This design comes from an exercise in tuning for small area, a short achievable clock period and few clock cycles per item on the open sky130 flow, not from production work. At most, simulation tests tie the RTL to the original design; equivalence was not proved.

==> inputs of 12-06 <==
==> flow/design.v <==
module pid_in (
    input  wire [31:0] tgt,
    input  wire [31:0] now,
    input  wire [31:0] prev_err,
    input  wire [31:0] prev_time,
    output wire [31:0] e_new,       
    output wire [32:0] s_new,       
    output wire [31:0] dt_new,
    output wire        dt_is0
);
    wire        tgt_min = (tgt == 32'h80000000);
    assign e_new  = tgt_min ? 32'h7FFFFFFF : (32'd0 - tgt);
    wire [32:0] s_min = {prev_err[31], prev_err} + 33'h1_8000_0001;
    wire [32:0] s_add = {tgt[31], tgt} + {prev_err[31], prev_err};
    assign s_new  = tgt_min ? s_min : s_add;
    assign dt_new = now - prev_time;
    assign dt_is0 = (now == prev_time);
endmodule
module pid_booth_dec (
    input  wire [10:0] c,
    input  wire        flip,        
    output wire [4:0]  one,
    output wire [4:0]  two,
    output wire [4:0]  neg
);
    genvar i;
    generate
        for (i = 0; i < 5; i = i + 1) begin : g
            assign one[i] = c[2*i+1] ^ c[2*i];
            assign two[i] = (c[2*i+2] & ~c[2*i+1] & ~c[2*i]) |
                            (~c[2*i+2] & c[2*i+1] & c[2*i]);
            assign neg[i] = c[2*i+2] ^ flip;
        end
    endgenerate
endmodule
module pid_mul (
    input  wire [4:0]  one,
    input  wire [4:0]  two,
    input  wire [4:0]  neg,
    input  wire [32:0] m,
    input  wire        first,
    input  wire [64:0] acc,
    output wire [64:0] acc_nx
);
    wire [34:0] m1 = {{2{m[32]}}, m};
    wire [34:0] m2 = {m[32], m, 1'b0};
    reg  [64:0] rows [0:4];
    reg  [44:0] negs;
    integer bi;
    always @(*) begin
        negs = 45'd0;
        for (bi = 0; bi < 5; bi = bi + 1) begin : booth
            reg [34:0] sel;
            sel = ({35{one[bi]}} & m1) | ({35{two[bi]}} & m2);
            sel = sel ^ {35{neg[bi]}};
            rows[bi] = {30'd0, ~sel[34], sel[33:0]} << (2*bi);
            negs[2*bi] = neg[bi];
        end
    end
    localparam [64:0] SEXT = 65'd0 - (65'd1 << 34) - (65'd1 << 36) - (65'd1 << 38)
                           - (65'd1 << 40) - (65'd1 << 42);
    wire [64:0] acc_sh = first ? 65'd0 : {acc[54:0], 10'd0};
    assign acc_nx = acc_sh + rows[0] + rows[1] + rows[2] + rows[3] + rows[4]
                  + {20'd0, negs} + SEXT;
endmodule
module pid_sum (
    input  wire [47:0] mag,
    input  wire        a_neg,
    input  wire [31:0] b,
    input  wire        b_neg,
    input  wire [47:0] c,
    input  wire        c_en,
    input  wire        c_neg,
    input  wire [31:0] bound,       
    output wire [31:0] y
);
    wire        cn = c_en & c_neg;
    wire [49:0] ta = {2'b00, mag} ^ {50{a_neg}};
    wire [49:0] tb = {{18{b[31]}}, b} ^ {50{b_neg}};
    wire [49:0] tc = ({2'b00, c} & {50{c_en}}) ^ {50{cn}};
    wire [49:0] raw = ta + tb + tc + {48'd0, a_neg} + {48'd0, b_neg} + {48'd0, cn};
    wire        ovf  = (raw[49:31] != {19{raw[49]}});
    wire [32:0] lo   = {raw[31], raw[31:0]};
    wire [32:0] hi_d = {1'b0, bound} - lo;           
    wire [32:0] lo_d = lo + {1'b0, bound};           
    wire        gt   = ovf ? ~raw[49] : hi_d[32];
    wire        lt   = ovf ?  raw[49] : lo_d[32];
    assign y = gt ? bound : lt ? (32'd0 - bound) : raw[31:0];
endmodule
module pid_norm (
    input  wire [47:0] n,           
    input  wire [4:0]  d_lz,        
    output wire [79:0] rq,          
    output wire [3:0]  k_steps      
);
    function [6:0] lzc64(input [63:0] x);
        reg [31:0] a;
        reg [15:0] b;
        reg [7:0]  c;
        reg [3:0]  d;
        reg [1:0]  e;
        begin
            lzc64[6] = (x == 64'd0);
            lzc64[5] = (x[63:32] == 32'd0);
            a = lzc64[5] ? x[31:0] : x[63:32];
            lzc64[4] = (a[31:16] == 16'd0);
            b = lzc64[4] ? a[15:0] : a[31:16];
            lzc64[3] = (b[15:8] == 8'd0);
            c = lzc64[3] ? b[7:0] : b[15:8];
            lzc64[2] = (c[7:4] == 4'd0);
            d = lzc64[2] ? c[3:0] : c[7:4];
            lzc64[1] = (d[3:2] == 2'd0);
            e = lzc64[1] ? d[1:0] : d[3:2];
            lzc64[0] = ~e[1];
            if (lzc64[6]) lzc64[5:0] = 6'd0;
        end
    endfunction
    wire [6:0] n_lz = lzc64({16'd0, n}) - 7'd16;      
    wire signed [7:0] q_bits = $signed({3'b000, d_lz}) + 8'sd17 - $signed({1'b0, n_lz});
    assign k_steps = (q_bits <= 0) ? 4'd0 : q_bits[5:2] + {3'd0, |q_bits[1:0]};
    wire [3:0]  j_skip = 4'd12 - k_steps;
    wire [79:0] norm0 = {32'd0, n};
    wire [79:0] norm1 = j_skip[0] ? (norm0 << 4)  : norm0;
    wire [79:0] norm2 = j_skip[1] ? (norm1 << 8)  : norm1;
    wire [79:0] norm3 = j_skip[2] ? (norm2 << 16) : norm2;
    assign rq = j_skip[3] ? (norm3 << 32) : norm3;
endmodule
module pid_div (
    input  wire [31:0] rem,
    input  wire [3:0]  bits,
    input  wire [31:0] d,
    input  wire [33:0] d3,
    output wire [31:0] rem_nx,
    output wire [3:0]  q
);
    function [33:0] step4(input [31:0] r, input [1:0] b, input [31:0] dd,
                          input [33:0] dd3);
        reg [33:0] x;
        reg [34:0] t1, t2, t3;
        begin
            x  = {r, b};
            t1 = {1'b0, x} - {3'b000, dd};
            t2 = {1'b0, x} - {2'b00, dd, 1'b0};
            t3 = {1'b0, x} - {1'b0, dd3};
            if (!t3[34])      step4 = {2'd3, t3[31:0]};
            else if (!t2[34]) step4 = {2'd2, t2[31:0]};
            else if (!t1[34]) step4 = {2'd1, t1[31:0]};
            else              step4 = {2'd0, x[31:0]};
        end
    endfunction
    wire [33:0] st1 = step4(rem,        bits[3:2], d, d3);
    wire [33:0] st2 = step4(st1[31:0],  bits[1:0], d, d3);
    assign rem_nx = st2[31:0];
    assign q      = {st1[33:32], st2[33:32]};
endmodule
module pid_unit (
    input  wire        clk,
    input  wire        rst,
    input  wire        cmd_valid,
    output wire        cmd_ready,
    input  wire [3:0]  cmd_op,
    input  wire [31:0] cmd_data,
    input  wire [31:0] cmd_now,
    output reg  [31:0] kp,
    output reg  [31:0] ki,
    output reg  [31:0] kd,
    output reg  [31:0] maxi,
    output reg         dir_neg,
    output reg  [31:0] sgain,
    output reg  [31:0] i_acc,
    output reg  [31:0] prev_err,
    output reg  [31:0] prev_time,
    output reg  [31:0] servo_out,
    output reg         tb_valid,
    output reg         dt_zero,
    output reg  [1:0]  cmd_status
);
    localparam [31:0] KP_INIT     = 32'd52429;    
    localparam [31:0] KI_INIT     = 32'd0;
    localparam [31:0] KD_INIT     = 32'd26214;    
    localparam [31:0] MAXI_INIT   = 32'd327680;   
    localparam        DIRNEG_INIT = 1'b1;
    localparam [31:0] SGAIN_INIT  = 32'd65536;    
    localparam [3:0] OP_NOP = 4'h0, OP_RESET = 4'h1, OP_UPDATE = 4'h2,
                     OP_WR_KP = 4'h3, OP_WR_KI = 4'h4, OP_WR_KD = 4'h5,
                     OP_WR_MAXI = 4'h6, OP_WR_DIR = 4'h7, OP_WR_SGAIN = 4'h8;
    localparam [1:0] ST_OK = 2'd0, ST_RANGE = 2'd1, ST_ILLEGAL = 2'd2;
    reg        rdy;
    assign cmd_ready = rdy;
    wire accept = cmd_valid && rdy;
    reg [32:0] mul_m;       
    reg [31:0] dt_r;        
    reg [33:0] d3_r;        
    reg [4:0]  dlz_r;       
    wire [31:0] e_new, dt_new;
    wire [32:0] s_new;
    wire        dt_is0;
    pid_in u_in (.tgt(cmd_data), .now(cmd_now), .prev_err(prev_err),
                 .prev_time(prev_time), .e_new(e_new), .s_new(s_new),
                 .dt_new(dt_new), .dt_is0(dt_is0));
    reg        m_d, m_i, m_p, m_done;    
    reg [3:0]  dsel;                     
    reg        mfirst;
    reg [64:0] acc;
    reg [4:0]  b_one, b_two, b_neg;      
    reg        d_flip;                   
    reg        neg_i, neg_p, neg_d;      
    function [3:0] start_dig(input [31:0] g);
        begin
            if (g[31:9] == {23{g[31]}})       start_dig = 4'b0001;
            else if (g[31:19] == {13{g[31]}}) start_dig = 4'b0010;
            else if (g[31:29] == {3{g[31]}})  start_dig = 4'b0100;
            else                              start_dig = 4'b1000;
        end
    endfunction
    function [10:0] chunk(input [31:0] g, input [3:0] sel);
        reg [39:0] x;
        begin
            x = {{8{g[31]}}, g};
            chunk = ({11{sel[0]}} & {x[9:0], 1'b0}) |
                    ({11{sel[1]}} & x[19:9]) |
                    ({11{sel[2]}} & x[29:19]) |
                    ({11{sel[3]}} & x[39:29]);
        end
    endfunction
    wire        last_dig = dsel[0];
    wire [3:0]  kd_start = start_dig(kd);
    wire [3:0]  ki_start = start_dig(ki);
    wire [3:0]  kp_start = start_dig(kp);
    wire        nx_d = accept;                          
    wire        nx_i = m_d & last_dig;
    wire        nx_p = m_i & last_dig;
    wire [31:0] nx_g = nx_d ? kd : nx_i ? ki : nx_p ? kp :
                       m_d ? kd : m_i ? ki : kp;
    wire [3:0]  nx_sel = nx_d ? kd_start : nx_i ? ki_start : nx_p ? kp_start :
                         (dsel >> 1);
    wire        nx_flip = nx_g[31] ^ prev_err[31];
    wire [10:0] nx_chunk = chunk(nx_g, nx_sel);
    wire [4:0]  nx_one, nx_two, nx_neg;
    pid_booth_dec u_bd (.c(nx_chunk), .flip(nx_flip & ~nx_d & ~(m_d & ~last_dig)),
                        .one(nx_one), .two(nx_two), .neg(nx_neg));
    wire [4:0]  use_neg = b_neg ^ {5{d_flip & m_d}};
    wire [64:0] acc_nx;
    pid_mul u_mul (.one(b_one), .two(b_two), .neg(use_neg), .m(mul_m),
                   .first(mfirst), .acc(acc), .acc_nx(acc_nx));
    wire [47:0] mag16 = acc[63:16];
    localparam [31:0] LIM = 32'd3276800;    
    wire [31:0] sum_y;
    pid_sum u_sum (.mag(mag16), .a_neg(m_done ? neg_p ^ dir_neg : neg_i),
                   .b(i_acc), .b_neg(m_done & dir_neg),
                   .c(quo_r), .c_en(m_done), .c_neg(neg_d ^ dir_neg),
                   .bound(m_done ? LIM : maxi), .y(sum_y));
    reg        v_wait, v_div, v_done;
    reg [31:0] rem_r;
    reg [47:0] quo_r;
    reg [3:0]  vcnt;
    wire [79:0] norm_rq;
    wire [3:0]  k_steps;
    pid_norm u_norm (.n(mag16), .d_lz(dlz_r), .rq(norm_rq), .k_steps(k_steps));
    wire [31:0] rem_nx;
    wire [3:0]  q4;
    pid_div u_div (.rem(rem_r), .bits(quo_r[47:44]), .d(dt_r), .d3(d3_r),
                   .rem_nx(rem_nx), .q(q4));
    function [4:0] lzc32(input [31:0] x);
        integer k;
        begin
            lzc32 = 5'd0;
            for (k = 0; k < 32; k = k + 1)
                if (x[k]) lzc32 = 5'd31 - k[4:0];
        end
    endfunction
    wire fin = m_done && v_done;
    always @(posedge clk) begin
        if (rst) begin
            rdy        <= 1'b1;
            m_d        <= 1'b0;
            m_i        <= 1'b0;
            m_p        <= 1'b0;
            m_done     <= 1'b0;
            v_wait     <= 1'b0;
            v_div      <= 1'b0;
            v_done     <= 1'b0;
            kp         <= KP_INIT;
            ki         <= KI_INIT;
            kd         <= KD_INIT;
            maxi       <= MAXI_INIT;
            dir_neg    <= DIRNEG_INIT;
            sgain      <= SGAIN_INIT;
            i_acc      <= 32'd0;
            prev_err   <= 32'd0;
            prev_time  <= 32'd0;
            servo_out  <= 32'd0;
            tb_valid   <= 1'b0;
            dt_zero    <= 1'b0;
            cmd_status <= ST_OK;
        end else begin
            if (accept) begin
                cmd_status <= ST_OK;
                case (cmd_op)
                OP_NOP: ;
                OP_RESET: begin
                    i_acc     <= 32'd0;
                    prev_err  <= 32'd0;
                    prev_time <= cmd_now;
                    servo_out <= 32'd0;
                    dt_zero   <= 1'b0;
                    tb_valid  <= 1'b1;
                end
                OP_UPDATE: begin
                    mul_m     <= s_new;
                    d_flip    <= kd[31] ^ s_new[32];
                    dt_r      <= dt_new;
                    dt_zero   <= dt_is0;
                    prev_err  <= e_new;
                    prev_time <= cmd_now;
                    rdy       <= 1'b0;
                    m_d       <= 1'b1;
                    v_wait    <= 1'b1;
                    mfirst    <= 1'b1;
                    dsel      <= kd_start;
                    b_one     <= nx_one;
                    b_two     <= nx_two;
                    b_neg     <= nx_neg;
                end
                OP_WR_KP: kp <= cmd_data;
                OP_WR_KI: ki <= cmd_data;
                OP_WR_KD: kd <= cmd_data;
                OP_WR_MAXI: begin
                    if (cmd_data[31]) cmd_status <= ST_RANGE;
                    else              maxi       <= cmd_data;
                end
                OP_WR_DIR: begin
                    if (cmd_data[31:1] != 31'd0) cmd_status <= ST_RANGE;
                    else                         dir_neg    <= cmd_data[0];
                end
                OP_WR_SGAIN: sgain <= cmd_data;
                default: cmd_status <= ST_ILLEGAL;
                endcase
            end
            d3_r  <= {2'b00, dt_r} + {1'b0, dt_r, 1'b0};
            dlz_r <= lzc32(dt_r);
            if (m_d || m_i || m_p) begin
                acc    <= acc_nx;
                mfirst <= last_dig;
                dsel   <= nx_sel;
                b_one  <= nx_one;
                b_two  <= nx_two;
                b_neg  <= nx_neg;
                if (last_dig) begin
                    m_d    <= 1'b0;
                    m_i    <= m_d;
                    m_p    <= m_i;
                    m_done <= m_p;
                    if (m_d) begin
                        neg_d <= kd[31] ^ ~mul_m[32];
                        mul_m <= {prev_err[31], prev_err};
                        neg_i <= ki[31] ^ prev_err[31];
                    end
                    if (m_i) neg_p <= kp[31] ^ prev_err[31];
                end
            end
            if (m_p && mfirst) i_acc <= sum_y;
            if (v_wait && m_i && mfirst) begin
                rem_r  <= norm_rq[79:48];
                quo_r  <= norm_rq[47:0];
                vcnt   <= k_steps;
                v_wait <= 1'b0;
                if (dt_r == 32'd0 || k_steps == 4'd0) begin
                    quo_r  <= 48'd0;
                    v_done <= 1'b1;
                end else begin
                    v_div  <= 1'b1;
                end
            end
            if (v_div) begin
                rem_r <= rem_nx;
                quo_r <= {quo_r[43:0], q4};
                vcnt  <= vcnt - 4'd1;
                if (vcnt == 4'd1) begin
                    v_div  <= 1'b0;
                    v_done <= 1'b1;
                end
            end
            if (fin) begin
                servo_out <= sum_y;
                m_done    <= 1'b0;
                v_done    <= 1'b0;
                rdy       <= 1'b1;
            end
        end
    end
endmodule
==> flow/run.sh <==
#!/bin/bash
# synth_recipe.tcl (not shown) runs the flow's synth.tcl, then flattens the netlist and writes it again
# the make line also repeats each setting of config.mk as NAME=value (left out here)
make -C /OpenROAD-flow-scripts/flow DESIGN_CONFIG=/design/flow/config.mk WORK_HOME=/design/flow/orfs CLKGATE_MAP_FILE= SYNTH_SCRIPT=/design/flow/synth_recipe.tcl finish
==> flow/config.mk <==
export PLATFORM = sky130hd
export DESIGN_NAME = pid_unit
export DESIGN_NICKNAME = pid_unit
export VERILOG_FILES = /design/flow/design.v
export SDC_FILE = /design/flow/constraint.sdc
export NUM_CORES = 4
export LEC_CHECK = 0
export CAP_MARGIN = 20
export CORE_MARGIN = 2
export CORE_UTILIZATION = 40
export SLEW_MARGIN = 20
export SYNTH_HIERARCHICAL = 1
==> flow/constraint.sdc <==
create_clock -name core_clock -period 17.5 [get_ports {clk}]
set_input_delay 3.5000 -clock core_clock [delete_from_list [all_inputs] [get_ports {clk}]]
set_output_delay 3.5000 -clock core_clock [all_outputs]
set_load 0.01 [all_outputs]
==> 05-14: changes against 12-06 <==
--- a/flow/design.v
+++ b/flow/design.v
@@ -46,3 +46,3 @@
     wire [34:0] m2 = {m[32], m, 1'b0};
-    reg  [64:0] rows [0:4];
+    reg  [44:0] rows [0:4];
     reg  [44:0] negs;
@@ -55,3 +55,3 @@
             sel = sel ^ {35{neg[bi]}};
-            rows[bi] = {30'd0, ~sel[34], sel[33:0]} << (2*bi);
+            rows[bi] = {{10{sel[34]}}, sel} << (2*bi);
             negs[2*bi] = neg[bi];
@@ -59,31 +59,23 @@
     end
-    localparam [64:0] SEXT = 65'd0 - (65'd1 << 34) - (65'd1 << 36) - (65'd1 << 38)
-                           - (65'd1 << 40) - (65'd1 << 42);
     wire [64:0] acc_sh = first ? 65'd0 : {acc[54:0], 10'd0};
-    assign acc_nx = acc_sh + rows[0] + rows[1] + rows[2] + rows[3] + rows[4]
-                  + {20'd0, negs} + SEXT;
+    assign acc_nx = acc_sh + {{20{rows[0][44]}}, rows[0]} + {{20{rows[1][44]}}, rows[1]}
+                  + {{20{rows[2][44]}}, rows[2]} + {{20{rows[3][44]}}, rows[3]}
+                  + {{20{rows[4][44]}}, rows[4]} + {20'd0, negs};
 endmodule
-module pid_sum (
-    input  wire [47:0] mag,
-    input  wire        a_neg,
-    input  wire [31:0] b,
-    input  wire        b_neg,
-    input  wire [47:0] c,
-    input  wire        c_en,
-    input  wire        c_neg,
-    input  wire [31:0] bound,       
-    output wire [31:0] y
+module pid_ifin (
+    input  wire [47:0] mag,         
+    input  wire        neg,
+    input  wire [31:0] i_acc,
+    input  wire [31:0] maxi,
+    output wire [31:0] i_new
 );
-    wire        cn = c_en & c_neg;
-    wire [49:0] ta = {2'b00, mag} ^ {50{a_neg}};
-    wire [49:0] tb = {{18{b[31]}}, b} ^ {50{b_neg}};
-    wire [49:0] tc = ({2'b00, c} & {50{c_en}}) ^ {50{cn}};
-    wire [49:0] raw = ta + tb + tc + {48'd0, a_neg} + {48'd0, b_neg} + {48'd0, cn};
-    wire        ovf  = (raw[49:31] != {19{raw[49]}});
-    wire [32:0] lo   = {raw[31], raw[31:0]};
-    wire [32:0] hi_d = {1'b0, bound} - lo;           
-    wire [32:0] lo_d = lo + {1'b0, bound};           
-    wire        gt   = ovf ? ~raw[49] : hi_d[32];
-    wire        lt   = ovf ?  raw[49] : lo_d[32];
-    assign y = gt ? bound : lt ? (32'd0 - bound) : raw[31:0];
+    wire [49:0] i_sum  = {{18{i_acc[31]}}, i_acc} + ({2'b00, mag} ^ {50{neg}})
+                         + {49'd0, neg};
+    wire        i_ovf  = (i_sum[49:31] != {19{i_sum[49]}});
+    wire [32:0] i_lo   = {i_sum[31], i_sum[31:0]};
+    wire [32:0] i_hi_d = {1'b0, maxi} - i_lo;        
+    wire [32:0] i_lo_d = i_lo + {1'b0, maxi};        
+    wire        i_gt   = i_ovf ? ~i_sum[49] : i_hi_d[32];
+    wire        i_lt   = i_ovf ?  i_sum[49] : i_lo_d[32];
+    assign i_new = i_gt ? maxi : i_lt ? (32'd0 - maxi) : i_sum[31:0];
 endmodule
@@ -155,2 +147,22 @@
 endmodule
+module pid_fin (
+    input  wire [47:0] pmag,
+    input  wire        pneg,
+    input  wire [31:0] inew,
+    input  wire [47:0] dmag,
+    input  wire        dneg,
+    input  wire        dir_neg,
+    output wire [31:0] srv
+);
+    localparam signed [49:0] LIM = 50'sd3276800;
+    wire        na = pneg ^ dir_neg;
+    wire        nb = dir_neg;
+    wire        nc = dneg ^ dir_neg;
+    wire [49:0] ta = {2'b00, pmag} ^ {50{na}};
+    wire [49:0] tb = {{18{inew[31]}}, inew} ^ {50{nb}};
+    wire [49:0] tc = {2'b00, dmag} ^ {50{nc}};
+    wire signed [49:0] raw = ta + tb + tc + {48'd0, na} + {48'd0, nb} + {48'd0, nc};
+    assign srv = (raw >  LIM) ? LIM[31:0] :
+                 (raw < -LIM) ? -LIM[31:0] : raw[31:0];
+endmodule
 module pid_unit (
@@ -246,8 +258,5 @@
     wire [47:0] mag16 = acc[63:16];
-    localparam [31:0] LIM = 32'd3276800;    
-    wire [31:0] sum_y;
-    pid_sum u_sum (.mag(mag16), .a_neg(m_done ? neg_p ^ dir_neg : neg_i),
-                   .b(i_acc), .b_neg(m_done & dir_neg),
-                   .c(quo_r), .c_en(m_done), .c_neg(neg_d ^ dir_neg),
-                   .bound(m_done ? LIM : maxi), .y(sum_y));
+    wire [31:0] i_clamped;
+    pid_ifin u_ifin (.mag(mag16), .neg(neg_i), .i_acc(i_acc), .maxi(maxi),
+                     .i_new(i_clamped));
     reg        v_wait, v_div, v_done;
@@ -271,2 +280,5 @@
     endfunction
+    wire [31:0] srv;
+    pid_fin u_fin (.pmag(mag16), .pneg(neg_p), .inew(i_acc), .dmag(quo_r),
+                   .dneg(neg_d), .dir_neg(dir_neg), .srv(srv));
     wire fin = m_done && v_done;
@@ -361,3 +373,3 @@
             end
-            if (m_p && mfirst) i_acc <= sum_y;
+            if (m_p && mfirst) i_acc <= i_clamped;
             if (v_wait && m_i && mfirst) begin
@@ -384,3 +396,3 @@
             if (fin) begin
-                servo_out <= sum_y;
+                servo_out <= srv;
                 m_done    <= 1'b0;
==> notes.md <==
05-14 completed with no timing, DRC or antenna violations. 12-06 passed the timing, DRC and antenna checks.
Of 05-14 and 12-06, 05-14 has the higher wire length (gap about 17%, measured against 12-06).
Against 05-14, the utilization of 12-06 is lower by 0.11 points.
In 12-06 the critical path depth is higher than in 05-14, by 1.
Of 12-06 and 05-14, 05-14 has the higher first-iteration DRC count (gap about 24%, measured against 05-14).
Of 12-06 and 05-14, 12-06 has the higher register-to-register slack (gap 20 ps).
Against 05-14, the synthesized cell count of 12-06 is lower by about 9%.
Testbench counts of 12-06, summed over its fixed seeds: cycles 13,832, items 1,600.
Only the layout flow was run in 05-14; the RTL was not checked for function there.

-- separate check: timing with driven ports --
In the flow no input, the clock included, has a driving cell. The finished layouts below were timed again as built, in two steps.
Step 1: set_driving_cell puts a clkbuf_16 on clk and a buf_2 on each other input, an assumption about the parent block.
Step 2 also shifts input and output timing later by t, the mid clock arrival at the registers, as if the neighbouring blocks saw the same clock.
Three values: ideal, step 1, step 2; two values: the first two.
| run | t, ns | setup WS [ns] | latest minus earliest clock arrival (ns) | worst data-port slew with drivers (ns) | pins driven straight from the clock port |
|---|---|---|---|---|---|
| 12-06 | 0.758 | 7.603 / 7.603 / 7.603 | 0.065 / 0.065 | 0.10 | 1 |
| 05-14 | 0.791 | 7.587 / 7.587 / 7.587 | 0.053 / 0.053 | 0.11 | 1 |
After both steps every run listed still meets setup and hold.
